Background: an optimization exercise with open tools, aiming at small area. Do not read the settings as production practice. Function was checked by simulation only, so behaviour that the tests miss may differ from the original. Power figures rest on the tool's default switching activity, not on a simulated workload.

### flow/config.mk
export PLATFORM = sky130hd
export DESIGN_NAME = veml6035_ctrl
export DESIGN_NICKNAME = veml6035_ctrl
export VERILOG_FILES = /design/flow/design.v
export SDC_FILE = /design/flow/constraint.sdc
export NUM_CORES = 4
export LEC_CHECK = 0
export CAP_MARGIN = 20
export CORE_MARGIN = 2
export CORE_UTILIZATION = 40
export PLACE_DENSITY = 0.6
export SLEW_MARGIN = 20
### flow/constraint.sdc
create_clock -name core_clock -period 35.0 [get_ports {clk}]
set_input_delay 7.0000 -clock core_clock [delete_from_list [all_inputs] [get_ports {clk}]]
set_output_delay 7.0000 -clock core_clock [all_outputs]
set_load 0.01 [all_outputs]
### flow/design.v
module veml6035_ctrl (
  input         clk,
  input         rst,
  input         cmd_valid,
  input  [63:0] cmd_word,
  output        cmd_ready,
  output [2:0]  status,
  output [63:0] result,
  output [15:0] err,
  output [1:0]  state,
  output        tx_req,
  output [1:0]  tx_op,
  output [6:0]  tx_addr,
  output [1:0]  tx_len,
  output [23:0] tx_wdata,
  output        tx_stop,
  input         tx_ack,
  input  [7:0]  tx_rdata,
  input         tx_fail
);
  localparam OP_ILL = 4'h0, OP_BEGIN = 4'h1, OP_READ_WORD = 4'h2, OP_WRITE_WORD = 4'h3,
             OP_READ_ALS = 4'h4, OP_GET_LUX = 4'h5, OP_SET_INT_EN = 4'h6,
             OP_ARM = 4'h7, OP_READ_FLAGS = 4'h8, OP_GET_LENS = 4'h9,
             OP_SET_LENS = 4'hA, OP_RELEASE = 4'hB, OP_INV = 4'hC;
  localparam ST_RUNNING = 3'd6, ST_NONE = 3'd7;
  localparam S_UNINIT = 2'd0, S_PROBING = 2'd1, S_CONFIGURED = 2'd2, S_FAILED = 2'd3;
  localparam [31:0] LENS_ONE = 32'h0001_0000;
  localparam O_OK = 2'd0, O_BUS = 2'd1, O_IDM = 2'd2;
  localparam E_IDLE = 4'd0,  E_CLR = 4'd1,  E_FILL = 4'd2,  E_PA1 = 4'd3,
             E_PS15 = 4'd4,  E_PA2 = 4'd5,  E_PS22 = 4'd6,  E_LUX = 4'd7,
             E_KSH = 4'd8,   E_ADDW = 4'd9, E_MULL = 4'd10, E_DIV = 4'd11,
             E_FIN = 4'd12,  E_CLRL = 4'd13, E_FILLL = 4'd14, E_ROT = 4'd15;
  reg [2:0]  status_r;
  reg [58:0] rr;
  reg [7:0]  err_reg;
  reg [2:0]  err_step;
  reg [2:0]  err_cause;
  reg [1:0]  state_r;
  reg [31:0] lens;
  reg [23:0] W;
  reg        treq;
  reg [1:0]  top;
  reg        fx;         
  reg [1:0]  polls;
  reg [3:0]  cop;
  reg [2:0]  step;
  reg        wact;
  reg [1:0]  outcome;
  reg [58:0] P;
  reg [3:0]  eop;
  reg [5:0]  ecnt;
  reg        pass;       
  reg        anyq;
  reg [3:0]  kreg;
  wire running = (status_r == ST_RUNNING);
  assign cmd_ready = !running;
  assign status    = status_r;
  assign result    = {{5{rr[58]}}, rr};
  assign err       = {err_reg, 1'b0, err_step, 1'b0, err_cause};
  assign state     = state_r;
  assign tx_req    = treq;
  assign tx_op     = top;
  assign tx_addr   = 7'h29;
  assign tx_len    = {(top != 2'd0) | fx, top == 2'd0};
  assign tx_wdata  = W;
  assign tx_stop   = fx;
  wire [3:0]  d_op   = cmd_word[3:0];
  wire [7:0]  d_reg  = cmd_word[15:8];
  wire [15:0] d_data = cmd_word[31:16];
  wire [31:0] d_arg  = cmd_word[63:32];
  wire z_reg  = (d_reg == 8'd0);
  wire z_data = (d_data == 16'd0);
  wire z_arg  = (d_arg == 32'd0);
  reg d_legal;
  always @(*) begin
    case (d_op)
      OP_BEGIN, OP_READ_ALS, OP_GET_LUX, OP_READ_FLAGS, OP_GET_LENS, OP_RELEASE:
        d_legal = z_reg && z_data && z_arg;
      OP_READ_WORD:  d_legal = z_data && z_arg;
      OP_WRITE_WORD: d_legal = z_arg;
      OP_SET_INT_EN: d_legal = z_reg && (d_data[15:1] == 15'd0) && z_arg;
      OP_ARM:        d_legal = z_reg && z_arg;
      OP_SET_LENS:   d_legal = z_reg && z_data;
      default:       d_legal = 1'b0;
    endcase
    if (cmd_word[7:4] != 4'd0)
      d_legal = 1'b0;
  end
  wire d_inv = (d_op == OP_ARM) && (d_data[15] || z_data);
  wire [3:0] d_cop = !d_legal ? OP_ILL : d_inv ? OP_INV : d_op;
  wire d_bus = (d_cop != OP_ILL) && (d_cop != OP_INV) && (d_cop != OP_GET_LENS) &&
               (d_cop != OP_SET_LENS);
  function is_wr(input [3:0] op, input [2:0] s);
    case (op)
      OP_BEGIN:      is_wr = (s != 3'd2);
      OP_WRITE_WORD: is_wr = 1'b1;
      OP_SET_INT_EN: is_wr = (s == 3'd1);
      OP_ARM:        is_wr = (s == 3'd2) || (s == 3'd3) || (s == 3'd4) || (s == 3'd6);
      OP_RELEASE:    is_wr = (s == 3'd1);
      default:       is_wr = 1'b0;
    endcase
  endfunction
  reg       last_step;
  reg [7:0] sreg;
  reg       keep_reg;
  reg       wr_p;          
  reg [15:0] wconst;
  always @(*) begin
    last_step = 1'b1;
    sreg      = 8'h00;
    keep_reg  = 1'b0;
    wr_p      = 1'b0;
    wconst    = 16'h0000;
    case (cop)
      OP_BEGIN: begin
        last_step = (step == 3'd6);
        wr_p      = 1'b1;
        case (step)
          3'd0, 3'd1, 3'd5: sreg = 8'h02;
          3'd2:             sreg = 8'h07;
          3'd3:             begin sreg = 8'h00; wconst = 16'h1000; end
          3'd4:             begin sreg = 8'h01; wconst = 16'hFFFF; end
          default:          sreg = 8'h03;
        endcase
      end
      OP_READ_WORD, OP_WRITE_WORD: keep_reg = 1'b1;
      OP_READ_ALS:   sreg = 8'h04;
      OP_GET_LUX: begin
        last_step = (step == 3'd1);
        sreg      = (step == 3'd0) ? 8'h00 : 8'h04;
      end
      OP_SET_INT_EN: last_step = (step == 3'd1);
      OP_ARM: begin
        last_step = (step == 3'd6);
        wr_p      = (step == 3'd3) || (step == 3'd4);
        case (step)
          3'd0:    sreg = 8'h04;
          3'd3:    sreg = 8'h01;
          3'd4:    sreg = 8'h02;
          default: sreg = 8'h00;
        endcase
      end
      OP_READ_FLAGS: sreg = 8'h06;
      OP_RELEASE:    last_step = (step == 3'd1);
      default: ;
    endcase
  end
  reg rb_bit1;
  always @(*) begin
    rb_bit1 = tx_rdata[1];
    if (cop == OP_SET_INT_EN)
      rb_bit1 = W[8];
    else if ((cop == OP_ARM && step == 3'd1) || cop == OP_RELEASE)
      rb_bit1 = 1'b0;
    else if (cop == OP_ARM && step == 3'd5)
      rb_bit1 = 1'b1;
  end
  wire [3:0] it = {tx_rdata[1:0], W[15:14]};
  reg  [3:0] k_res;
  always @(*) begin
    if (it[3:2] == 2'b00)
      k_res = {2'b00, ~it[1:0]};
    else if (it[3:2] == 2'b11)
      k_res = 4'd5;
    else
      k_res = 4'd4;
  end
  reg [3:0] k_gf;
  always @(*) begin
    case ({tx_rdata[2], tx_rdata[4]})
      2'b00:   k_gf = 4'd1;
      2'b01:   k_gf = 4'd4;
      2'b10:   k_gf = 4'd0;
      default: k_gf = 4'd3;
    endcase
  end
  wire [3:0] k_new = k_res + k_gf + {3'd0, ~tx_rdata[3]};
  wire e_idle  = (eop == E_IDLE);
  wire e_whole = (eop == E_CLR) || (eop == E_FILL) || (eop == E_PA1) || (eop == E_PS15) ||
                 (eop == E_PA2) || (eop == E_PS22) || (eop == E_LUX) || (eop == E_KSH) ||
                 (eop == E_ADDW) || (eop == E_ROT);
  wire e_low   = (eop == E_MULL) || (eop == E_DIV) || (eop == E_FIN) ||
                 (eop == E_CLRL) || (eop == E_FILLL);
  wire e_div   = (eop == E_DIV) || (eop == E_FIN);
  wire [7:0] dt   = {P[37:31], P[30]};
  wire       dge  = (dt >= 8'd100);
  wire [6:0] drem = dge ? (dt[6:0] + 7'd28) : dt[6:0];
  wire       dq   = pass ? dge : !dge;
  wire       rnz  = (drem != 7'd0);
  wire       inc  = !anyq && !dge && (dt < 8'd50);
  wire lensbit = lens[ecnt[4:0]];
  reg  mb;
  always @(*) begin
    case (eop)
      E_PA1, E_PA2, E_ADDW, E_FIN: mb = 1'b1;
      E_LUX:  mb = lensbit;
      E_MULL: mb = P[37];
      default: mb = 1'b0;
    endcase
  end
  wire [15:0] bsrc = (eop == E_ADDW && cop == OP_READ_FLAGS) ? {15'd0, W[23] | W[22]} :
                     {W[23:9], W[8] | (cop == OP_GET_LENS)};
  wire [15:0] bop  = mb ? bsrc : 16'd0;
  wire a0 = (eop == E_FILL || eop == E_FILLL) ? 1'b1 :
            (eop == E_ROT) ? P[58] :
            e_div ? dq : 1'b0;
  wire cin = (eop == E_FIN) && (pass ? inc : !rnz);
  wire [58:0] ash = {P[57:0], a0};
  wire [16:0] lo  = {1'b0, ash[15:0]} + {1'b0, bop} + {16'd0, cin};
  wire [31:0] mid = ash[47:16] + {31'd0, lo[16]};
  wire [58:0] snext = {ash[58:48], mid, lo[15:0]};
  wire zhi = (P[30:16] == 15'd0);
  function [5:0] elen(input [3:0] e);
    case (e)
      E_CLR, E_FILL: elen = 6'd58;
      E_PS15:        elen = 6'd14;
      E_PS22:        elen = 6'd21;
      E_LUX:         elen = 6'd31;
      E_MULL:        elen = 6'd15;
      E_DIV:         elen = 6'd29;
      E_CLRL:        elen = 6'd37;
      E_FILLL:       elen = 6'd15;
      default:       elen = 6'd0;
    endcase
  endfunction
  wire ack = running && treq && tx_ack;
  reg  a_fail, a_done;
  always @(*) begin
    a_fail = 1'b0;
    a_done = 1'b0;
    if (ack) begin
      case (top)
        2'd0: begin
          if (fx) begin
            if ((&tx_rdata[3:0]) || cop == OP_BEGIN || cop == OP_RELEASE) a_done = 1'b1;
            else a_fail = 1'b1;
          end else if (!(tx_rdata[0] && tx_rdata[1]))
            a_fail = 1'b1;
        end
        2'd1: a_fail = tx_fail || (tx_rdata != 8'd2);
        2'd2: a_fail = (tx_rdata < 8'd2) && (polls == 2'd3);
        default: a_done = fx;
      endcase
    end
  end
  wire a_idm = a_done && cop == OP_BEGIN && step == 3'd2 && W[15:8] != 8'h83;
  reg [3:0] e_start;
  reg [5:0] e_start_len;
  reg       set_pass;
  always @(*) begin
    e_start = E_IDLE;
    e_start_len = 6'd0;
    set_pass = 1'b0;
    if (ack) begin
      if (cop == OP_ARM && !a_fail) begin
        if (step == 3'd0 && a_done) begin
          e_start = E_MULL; e_start_len = elen(E_MULL);
        end
        if (step == 3'd1) begin
          if (top == 2'd0) begin
            if (zhi) begin e_start = E_ROT; e_start_len = 6'd42; end
            else begin e_start = E_CLRL; e_start_len = elen(E_CLRL); end
          end else if (top == 2'd1) begin
            e_start = E_MULL; e_start_len = elen(E_MULL);
            set_pass = 1'b1;
          end else if (top == 2'd2 && polls == 2'd0 && !zhi) begin
            e_start = E_CLRL; e_start_len = elen(E_CLRL);
          end
        end
        if (step == 3'd3 && a_done) begin
          e_start = E_ROT; e_start_len = 6'd15;
        end
      end
      if ((a_fail && cop != OP_RELEASE) || a_idm) begin
        e_start = E_FILL; e_start_len = elen(E_FILL);
      end else if (a_done && last_step) begin
        if (cop == OP_GET_LUX) begin
          e_start = E_LUX; e_start_len = elen(E_LUX);
        end else if (cop == OP_READ_WORD || cop == OP_READ_ALS || cop == OP_READ_FLAGS) begin
          e_start = E_ADDW; e_start_len = 6'd0;
        end
      end
    end
  end
  wire present  = running && wact && !treq && e_idle;
  wire complete = running && !wact && !treq && e_idle;
  always @(posedge clk) begin
    if (e_whole)
      P <= snext;
    else if (e_low)
      P[37:0] <= {(e_div ? ((eop == E_FIN) ? 7'd0 : drem) : snext[37:31]), snext[30:0]};
    if (eop == E_MULL)
      anyq <= 1'b0;
    else if (e_div && dge)
      anyq <= 1'b1;
    if (e_start == E_MULL)
      pass <= set_pass;
    if (rst) begin
      status_r  <= ST_NONE;
      rr        <= 59'd0;
      err_reg   <= 8'd0;
      err_step  <= 3'd0;
      err_cause <= 3'd0;
      state_r   <= S_UNINIT;
      lens      <= LENS_ONE;
      treq      <= 1'b0;
      wact      <= 1'b0;
      eop       <= E_IDLE;
    end else begin
      if (e_start != E_IDLE) begin
        eop  <= e_start;
        ecnt <= e_start_len;
      end else if (!e_idle) begin
        if (ecnt != 6'd0) begin
          ecnt <= ecnt - 6'd1;
        end else begin
          case (eop)
            E_CLR: begin
              if (cop == OP_ARM) begin eop <= E_PA1; ecnt <= 6'd0; end
              else if (cop == OP_GET_LENS) begin eop <= E_LUX; ecnt <= elen(E_LUX); end
              else eop <= E_IDLE;
            end
            E_PA1:  begin eop <= E_PS15; ecnt <= elen(E_PS15); end
            E_PS15: begin eop <= E_PA2;  ecnt <= 6'd0; end
            E_PA2:  begin eop <= E_PS22; ecnt <= elen(E_PS22); end
            E_LUX: begin
              if (kreg == 4'd0) eop <= E_IDLE;
              else begin eop <= E_KSH; ecnt <= {2'd0, kreg} - 6'd1; end
            end
            E_MULL: begin eop <= E_DIV; ecnt <= elen(E_DIV); end
            E_DIV:  begin eop <= E_FIN; ecnt <= 6'd0; end
            E_CLRL: begin
              if (!pass) begin eop <= E_ROT; ecnt <= 6'd42; end
              else begin eop <= E_FILLL; ecnt <= elen(E_FILLL); end
            end
            default: eop <= E_IDLE;
          endcase
        end
      end
      if (!running && cmd_valid) begin
        cop      <= d_cop;
        step     <= 3'd0;
        status_r <= ST_RUNNING;
        if (d_cop == OP_BEGIN)
          state_r <= S_PROBING;
        if (d_cop == OP_SET_LENS)
          lens <= d_arg;
        W        <= cmd_word[31:8];
        kreg     <= 4'd0;
        wact     <= d_bus;
        top      <= 2'd0;
        fx       <= is_wr(d_cop, 3'd0);
        outcome  <= O_OK;
        eop      <= (d_cop == OP_ILL || d_cop == OP_INV) ? E_FILL : E_CLR;
        ecnt     <= 6'd58;
      end
      if (present) begin
        treq <= 1'b1;
        if (top == 2'd0) begin
          if (!keep_reg)
            W[7:0] <= sreg;
          if (fx && wr_p)
            W[23:8] <= P[15:0] | wconst;
        end
      end
      if (ack) begin
        treq <= 1'b0;
        case (top)
          2'd0: if (!fx && !a_fail) top <= 2'd1;
          2'd1: begin
            polls[0] <= tx_fail;
            if (!a_fail) begin
              top   <= 2'd2;
              polls <= 2'd0;
            end
          end
          2'd2: begin
            if (tx_rdata >= 8'd2) begin
              top <= 2'd3;
              fx  <= 1'b0;
            end else if (!a_fail)
              polls <= polls + 2'd1;
          end
          default: begin
            if (!fx) begin
              W[15:8] <= {tx_rdata[7:2], rb_bit1, tx_rdata[0]};
              fx      <= 1'b1;
            end else begin
              W[23:16] <= tx_rdata;
              if (cop == OP_GET_LUX && step == 3'd0)
                kreg <= k_new;
            end
          end
        endcase
        if (a_fail) begin
          wact <= 1'b0;
          if (cop != OP_RELEASE)
            outcome <= O_BUS;
        end else if (a_idm) begin
          wact    <= 1'b0;
          outcome <= O_IDM;
        end else if (a_done) begin
          if (last_step)
            wact <= 1'b0;
          else begin
            step <= step + 3'd1;
            top  <= 2'd0;
            fx   <= is_wr(cop, step + 3'd1);
          end
        end
      end
      if (complete) begin
        status_r <= (cop == OP_ILL) ? 3'd4 : (cop == OP_INV) ? 3'd3 : {1'b0, outcome};
        rr       <= P;
        if (outcome == O_BUS) begin
          err_reg   <= W[7:0];
          err_step  <= step;
          err_cause <= (top == 2'd0) ? (fx ? 3'd1 : 3'd2) :
                       (top == 2'd1) ? (polls[0] ? 3'd3 : 3'd4) : 3'd5;
        end else if (outcome == O_IDM) begin
          err_reg   <= 8'h07;
          err_step  <= 3'd2;
          err_cause <= 3'd6;
        end else begin
          err_reg   <= 8'd0;
          err_step  <= 3'd0;
          err_cause <= 3'd0;
        end
        if (cop == OP_BEGIN)
          state_r <= (outcome == O_OK) ? S_CONFIGURED : S_FAILED;
        if (cop == OP_RELEASE)
          state_r <= S_UNINIT;
        if ((cop == OP_BEGIN && outcome == O_OK) || cop == OP_RELEASE)
          lens <= LENS_ONE;
      end
    end
  end
endmodule
### flow/run.sh
#!/bin/bash
# synth_recipe.tcl (not shown) runs the flow's synth.tcl, then flattens the netlist and writes it again
# the make line also repeats each setting of config.mk as NAME=value (left out here)
make -C /OpenROAD-flow-scripts/flow DESIGN_CONFIG=/design/flow/config.mk WORK_HOME=/design/flow/orfs CLKGATE_MAP_FILE= SYNTH_SCRIPT=/design/flow/synth_recipe.tcl finish
==> run notes <==
-- synthesized netlist by cell type, drive strengths merged (21+ instances only) --
master  number  share of area [%]
nand2      310                9.2
a21oi      177                7.0
dfxtp      117                 19
nor2       113                3.4
edfxtp     108                 26
o21ai       78                3.1
clkbuf      68                2.0
nand3       54                2.2
xnor2       38                2.6
buf         36                1.7
ha          36                3.6
inv         34                1.0
nor3        34                1.3
o31ai       24                1.4
and2        21                1.0
nor4        21                1.1
-- how the worst max path moves through the flow --
stage / to / slack [ns]
2_1_floorplan: ecnt[0] / 25.55
3_3_place_gp: lens[0] / 24.22
3_5_place_dp: lens[3] / 24.39
4_1_cts: lens[5] / 24.91
5_1_grt: ecnt[5] / 24.69
6_report: ecnt[0] / 24.99
-- cell families after synthesis --
| kind of cell | Yosys count | synth area share (%) |
|---|---|---|
| flip-flops | 225 | 44.1 |
| XOR/XNOR | 53 | 3.67 |
| adder cells (fa/ha/maj) | 40 | 4.19 |
| buffers and inverters | 139 | 4.77 |
| AO/OA/AOI/OAI | 378 | 17.8 |
| multiplexers | 17 | 2.33 |
| other | 2 | 0.0593 |
| AND/OR/NAND/NOR | 639 | 23.1 |
-- metal layers --
layer	vias to the layer above	routed length, um
li1	5576	-
met1	5470	17700
met2	480	17500
met3	69	2690
met4	0	862
met5	-	0
-- area by class of cell --
type / count / area (um2) / share of cell area [%]
Multi-Input combinational cell: 1136 / 6530 / 41.7
Tap cell: 402 / 503 / 3.22
Timing Repair Buffer: 206 / 2020 / 12.9
Sequential cell: 225 / 5590 / 35.7
Clock buffer: 35 / 746 / 4.77
Clock inverter: 13 / 128 / 0.816
Inverter: 35 / 131 / 0.840
-- per-stage QoR --
stage                     total power [mW]  std cells  util, %
after detailed placement             0.440       2003     47.0
final                                0.710       2052     49.8
after floorplan                      0.384       1500        -
after global routing                 0.741       2052     49.8
after global placement               0.439       2003     46.9
after CTS                            0.715       2051     49.8
-- where the power goes --
part	leakage (nW)	total, mW	internal, mW	switching, mW
Sequential	1.98	0.320	0.299	0.0207
Combinational	3.06	0.114	0.0510	0.0632
Clock	0.427	0.276	0.164	0.112
==> run notes <==
run status=timing/DRC/antenna clean; hold path endpoint=P[50]; cts bufs inserted=26; post-DR wirelength/cell=18.9 um; Worst Tran Pin Value=~1.1 ns; Slowest Stage Delay on Critical Path=0.62 ns; final setup vio count=0; number of synthesized flops with an enable pin=approximately 110; maximum root-to-sink buffer count=3; Placed Area=14700 um2; RR Endpoint=P[47]; # DRC=0; Leak Pwr=5.47 nW; biggest regs=P (59), rr (59), lens (32); critical path endpoint category=flip-flop; CTS tree=built; GR Util met2=36.8%; filler instances=3032; RSZ-0062 raised after global routing=no; CTS Hold Bufs=0; number of synthesized register bits=225; met1 usage=33.0%; DR vias=11600; nets@finish=about 1700; CP Cell Sequence=clkdlybuf4s50_1 -> and4_1 -> a211oi_1 -> nor2_1 -> a221oi_1 -> o221ai_1 -> nand3_4 -> nor2_1 -> a21oi_1; worst path required time=around 35 ns; remaining antenna violation count=0; GRT Total Usage=22.9%; initial antenna violation count=0; gr busiest metal=met2; startpoint types=primary input; CP max-delay cell=clkdlybuf4s50_1; Die W=182 um; post-cts resize count=0; H-tree levels=1; worst-path maximum fanout=10; vias in the first global route=about 11000; crit path kind=primary input to flip-flop; Post-Route WL=38.8 mm; RR Startpoint=ecnt[0]; Layout Skew=0.0153 ns; worst hold stages=0; peak supply drop=0.0000335 V; most common cell after layout, fill and taps aside=nand2_1; Mapped Avg Cell Area=8.48 um2; Final Max Tran Viols=0; reg2reg setup slack=around 27 ns; Synth async-reset ratio=0%; GR Overflow Total=0; buffers and inverters on the worst path=1; period utilization=28.6%; predominant post-synthesis flop cell=dfxtp_1; r2r worst-path depth=28; min Tclk post-route=10.01 ns; Port Buffers=190; crit path launch=tx_rdata[1]; sequential area share after synthesis=44.1%; Worst Hold Class=flip-flop to flip-flop; Post-DP HPWL=27.7 mm; hold slack final=~0.45 ns; largest net degree at the start of global routing=79; IO Count=200; Die Ht=182 um; count of cell types in the netlist=74; number of core rows=65; Synth Cell Area=12700 um2; most frequent cells in the layout=nand2_1, clkdlybuf4s50_1, a21oi_1; f_max=between 90 and 100 MHz; Post-CTS Setup Bufs=0; area of the die=33100 um2; max_cap viols=0; Fin. Hold Viols=0; First DRT Iteration DRCs=1016; WP data arrival=10.19 ns; GR Util met3=roughly 2.8%; CTS clk-pin slew, worst paths=roughly 0.060 ns; area of the core=31400 um2; worst hold start=P[49]; share of cells above drive strength 1=6.00%; routability cong.=approximately 0.97; clock latency (worst-skew pair)=0.54 ns; first-pass GRT wire length=61.0 mm; dominant delay contributor by cell family on the critical path=compound AO/OA/AOI/OAI gates; Stages on worst setup path=9; CTS Sinks=225; Syn-to-layout area delta=23.6%; setup ws final=24.99 ns; Root Driver=clkbuf_16; drt first pass iters=5; power density relative to cell area=around 45 nW/um2; synthesized instance count=1493; setup tns final=0 ns; Worst slew margin=28.8%; initial core utilization=40.3%; Via-to-Cell Ratio=5.65; ANT cells=0; cell area after layout=15600 um2; pre-CTS setup slack=24.39 ns; Ys Warns=1; crit-path most repeated cell=nor2_1

## static timing again, ports no longer ideal
Ports are ideal in the flow. The routed layout listed here was re-timed in OpenROAD.
Step 1 assumes that a clkbuf_16 drives the clock port and a buf_2 every other input.
Step 2 moves the port delays by t, midway between the first and last clock arrival at a register: inputs arrive t later, outputs are due t later. That takes back most of the time a late clock gives input paths.
Slacks: ideal / step 1 / step 2; pairs: ideal / step 1.
t, ns: 0.582
setup slack, ns: 24.986 / 25.017 / 24.435
latest minus earliest clock arrival (ns): 0.015 / 0.016
After both steps this run still meets setup and hold. For this run, drivers alone change the setup slack by +0.031 ns; drivers and shift together by -0.551 ns.
